Background: an optimization exercise with open tools, aiming at small area, a short achievable clock period and few clock cycles. Do not read the settings as production practice. The RTL was checked by simulation tests, not by an equivalence proof against the original design. Power and IR drop assume default switching activity.

Design bert_core, start of the top module:
module bert_core (
    input  wire        clk,
    input  wire        rst,
    input  wire        cmd_valid,
    output wire        cmd_ready,
    input  wire [63:0] cmd_data,
    output reg         rsp_valid,
    output reg  [3:0]  rsp_status,
    output wire [63:0] rsp_value,
    output reg         mem_req,
    output reg         mem_we,
    output reg  [31:0] mem_addr,
    output reg  [7:0]  mem_wdata,
    input  wire        mem_gnt,
    input  wire [7:0]  mem_rdata
);
    localparam [3:0] ST_OK      = 4'd0;
    localparam [3:0] ST_ILLEGAL = 4'd1;
    localparam [3:0] ST_CONFIG  = 4'd2;
    localparam [3:0] ST_NOTCONF = 4'd3;
    localparam [3:0] ST_RANGE   = 4'd4;
    localparam [2:0] S_IDLE = 3'd0;
    localparam [2:0] S_DEC  = 3'd1;
    localparam [2:0] S_GEN  = 3'd2;
    localparam [2:0] S_RD   = 3'd3;
    localparam [2:0] S_DEC2 = 3'd4;    
    function [31:0] tap_mask(input [5:0] n);
        case (n)
            6'd2:  tap_mask = 32'h00000003;
            6'd3:  tap_mask = 32'h00000006;
  ...
Size: ~940 flip-flops, about 55,000 um2 of cells after synthesis.
export LEC_CHECK = 0
export ABC_AREA = 1
export CAP_MARGIN = 20
export CORE_MARGIN = 2
export CORE_UTILIZATION = 40
export SLEW_MARGIN = 20
create_clock -name core_clock -period 11.0 [get_ports {clk}]
standard.sh (not shown) runs the stock make flow with config.mk's settings and CLKGATE_MAP_FILE= SYNTH_SCRIPT=/design/flow/synth_recipe.tcl, a recipe that flattens the netlist after the stock synthesis.
==> flow/flow/run.sh <==
#!/bin/bash
# Standard layout, with timing repair aiming at 4.0 ns (setup margin 7.0 ns on
# the 11 ns clock) on every violating endpoint, and faster port buffers.
set -euo pipefail
bash standard.sh SETUP_SLACK_MARGIN=7.0 TNS_END_PERCENT=100 \
    BUFFER_PORTS_ARGS="-buffer_cell sky130_fd_sc_hd__buf_4" finish > standard.log 2>&1
Testbench counts at the start, summed over its fixed seeds: cycles 22,912.
Edit:
==> flow/flow/run.sh (replaced) <==
#!/bin/bash
# Standard layout, with timing repair aiming at 3.5 ns (setup margin 7.5 ns on
# the 11 ns clock) on every violating endpoint, and faster port buffers.
set -euo pipefail
bash standard.sh SETUP_SLACK_MARGIN=7.5 TNS_END_PERCENT=100 \
    BUFFER_PORTS_ARGS="-buffer_cell sky130_fd_sc_hd__buf_4" finish > standard.log 2>&1
--- a/flow/config.mk
+++ b/flow/config.mk
@@ -7,3 +7,2 @@
 export LEC_CHECK = 0
-export ABC_AREA = 1
 export CAP_MARGIN = 20
Effect: Routed wire length stays flat. Synthesized area shrinks by 3.5%. Sequential cell count stays the same. Total power fell by 2.1%. Sequential share of layout area goes down by 1.8 points. Global-route usage rises by 0.18 points. Count of clock-buffer cells in the layout rose by 3. Final area is higher by 6.0%. Core utilization increases by 4.8 points. Sequential power drops by about 0.9%. Synthesized cell count decreases by 19%.
Edit:
==> flow/flow/run.sh (replaced) <==
#!/bin/bash
# Standard layout, with timing repair aiming at 4.0 ns (setup margin 7.0 ns on
# the 11 ns clock) on every violating endpoint, and faster port buffers.
set -euo pipefail
bash standard.sh SETUP_SLACK_MARGIN=7.0 TNS_END_PERCENT=100 \
    BUFFER_PORTS_ARGS="-buffer_cell sky130_fd_sc_hd__buf_4" finish > standard.log 2>&1
The changed run completed without violations.
Non-clock buffer count drops by 237.
Clock skew drops by 0.013 ns.
Via count drops by about 3.3%.
Final cell count drops by 3.0%.
Clock power climbs by about 5%.
Synthesized cell count does not change.
Wire length drops by about 5%.

* * *

11-08:
Another version of the RTL of bert_core (not shown whole).
Size: about 6,000 cells after synthesis, about 960 flip-flops, roughly 54,000 um2 of cells after synthesis.
Settings: LEC_CHECK=0, CAP_MARGIN=20, CORE_MARGIN=2, CORE_UTILIZATION=40, SETUP_SLACK_MARGIN=5, SLEW_MARGIN=20; clock period 11.0 ns.
run.sh (not shown) runs the stock make flow with config.mk's settings and CLKGATE_MAP_FILE= SYNTH_SCRIPT=/design/flow/synth_recipe.tcl, a recipe that flattens the netlist after the stock synthesis.
Stock flow here: none of the scripts above is used.
Testbench counts of 11-08, summed over its fixed seeds: cycles 22,852.
For 10-14, these inputs were changed with respect to 11-08:
-- flow/config.mk --
<<< 11-08, line 9
export CORE_MARGIN = 2
export CORE_UTILIZATION = 40
export SETUP_SLACK_MARGIN = 5
export SLEW_MARGIN = 20
>>> 10-14, line 9
export CORE_MARGIN = 2
export CORE_UTILIZATION = 40
export SLEW_MARGIN = 20
--- outcome ---
- 10-14: no failed stages, no open violations at the end
- Looking at fraction of area in registers, 10-14 sits 0.33 points higher than 11-08 does.
- Diff 11-08..10-14 | summed negative setup slack over all endpoints | unchanged
- 10-14 ends up with a setup slack that is 1.54 ns lower than in 11-08.
- 10-14 against 11-08: part of the power in combinational logic decreased 3.0 points, highest clock frequency the design can meet decreased about 20%, number of global-route vias before repair essentially unchanged, power decreased 6.7%, count of cell instances traversed by the critical path increased 3.

* * *

bert_core, a different RTL version from the one above (not shown whole).
Size: ~6000 cells after synthesis, roughly 930 flip-flops, about 0.053 sq mm of cells after synthesis.
==> flow/design.v (excerpt) <==
module bert_core (
    input  wire        clk,
    input  wire        rst,
    input  wire        cmd_valid,
    output wire        cmd_ready,
    input  wire [63:0] cmd_data,
    output reg         rsp_valid,
    output reg  [3:0]  rsp_status,
    output wire [63:0] rsp_value,
    output reg         mem_req,
    output reg         mem_we,
    output reg  [31:0] mem_addr,
    output reg  [7:0]  mem_wdata,
    input  wire        mem_gnt,
    input  wire [7:0]  mem_rdata
);
Settings: LEC_CHECK=0, CAP_MARGIN=20, CORE_MARGIN=2, CORE_UTILIZATION=60, SLEW_MARGIN=20; clock period 11.0 ns.
standard.sh (not shown) runs the stock make flow with config.mk's settings and CLKGATE_MAP_FILE= SYNTH_SCRIPT=/design/flow/synth_recipe.tcl, a recipe that flattens the netlist after the stock synthesis.
==> flow/flow/run.sh <==
#!/bin/bash
# Standard layout, with timing repair aiming at 4.0 ns (setup margin 7.0 ns on
# the 11 ns clock) on every violating endpoint, and faster port buffers.
set -euo pipefail
bash standard.sh SETUP_SLACK_MARGIN=7.0 TNS_END_PERCENT=100 \
    BUFFER_PORTS_ARGS="-buffer_cell sky130_fd_sc_hd__buf_4" finish > standard.log 2>&1
Testbench counts at the start, summed over its fixed seeds: cycles 22,684.
==> next run, changes <==
--- a/flow/config.mk
+++ b/flow/config.mk
@@ -9,3 +9,3 @@
 export CORE_MARGIN = 2
-export CORE_UTILIZATION = 60
+export CORE_UTILIZATION = 40
 export SLEW_MARGIN = 20
Effect: Maximum frequency came out lower by 3.2%; synthesized cell count stays the same; core utilization came out lower by 23 points; sequential share of layout area came out lower by 0.56 points; setup slack loses 0.14 ns; non-clock buffer count came out higher by 11; total power came out higher by 1.8%; area after synthesis does not change; via count came out lower by 1.1%; combinational power came out higher by about 1%.

re-timing with driven ports:
Ports are ideal in the flow. The routed layouts listed here were re-timed in OpenROAD. Step 1, drivers: a clkbuf_16 drives clk and a buf_2 each remaining input, both assumed. Step 2 times the ports against the registers' clock, not the clock port: input delays grow and output delays shrink by t, the midpoint of the rising clock arrivals with the driver on. Slacks: no drivers / after step 1 / after step 2; pairs: no drivers / after step 1.
run	t, ns	setup slack, ns	worst hold slack (ns)	worst register clock-pin slew, ns	worst data-port slew with drivers (ns)
the first run of note 1	0.808	6.623 / 6.545 / 6.442	0.412 / 0.412 / 0.412	0.07 / 0.07	0.06
the second run of note 1	0.785	6.769 / 6.690 / 6.537	0.414 / 0.414 / 0.414	0.07 / 0.07	0.10
the third run of note 1	0.789	6.835 / 6.755 / 6.269	0.421 / 0.421 / 0.421	0.07 / 0.07	0.09
11-08	0.803	5.050 / 5.050 / 5.050	0.324 / 0.324 / 0.324	0.07 / 0.07	0.08
10-14	0.805	3.507 / 3.507 / 3.507	0.327 / 0.327 / 0.327	0.07 / 0.07	0.07
the first run of note 3	0.754	6.750 / 6.682 / 6.300	0.415 / 0.415 / 0.415	0.07 / 0.07	0.09
the second run of note 3	0.797	6.609 / 6.532 / 6.326	0.419 / 0.419 / 0.419	0.07 / 0.07	0.12
After both steps setup and hold are still met in every run listed. The setup slack of the third run of note 1, which loses most, moves by -0.080 ns with the drivers and by -0.566 ns with both steps.
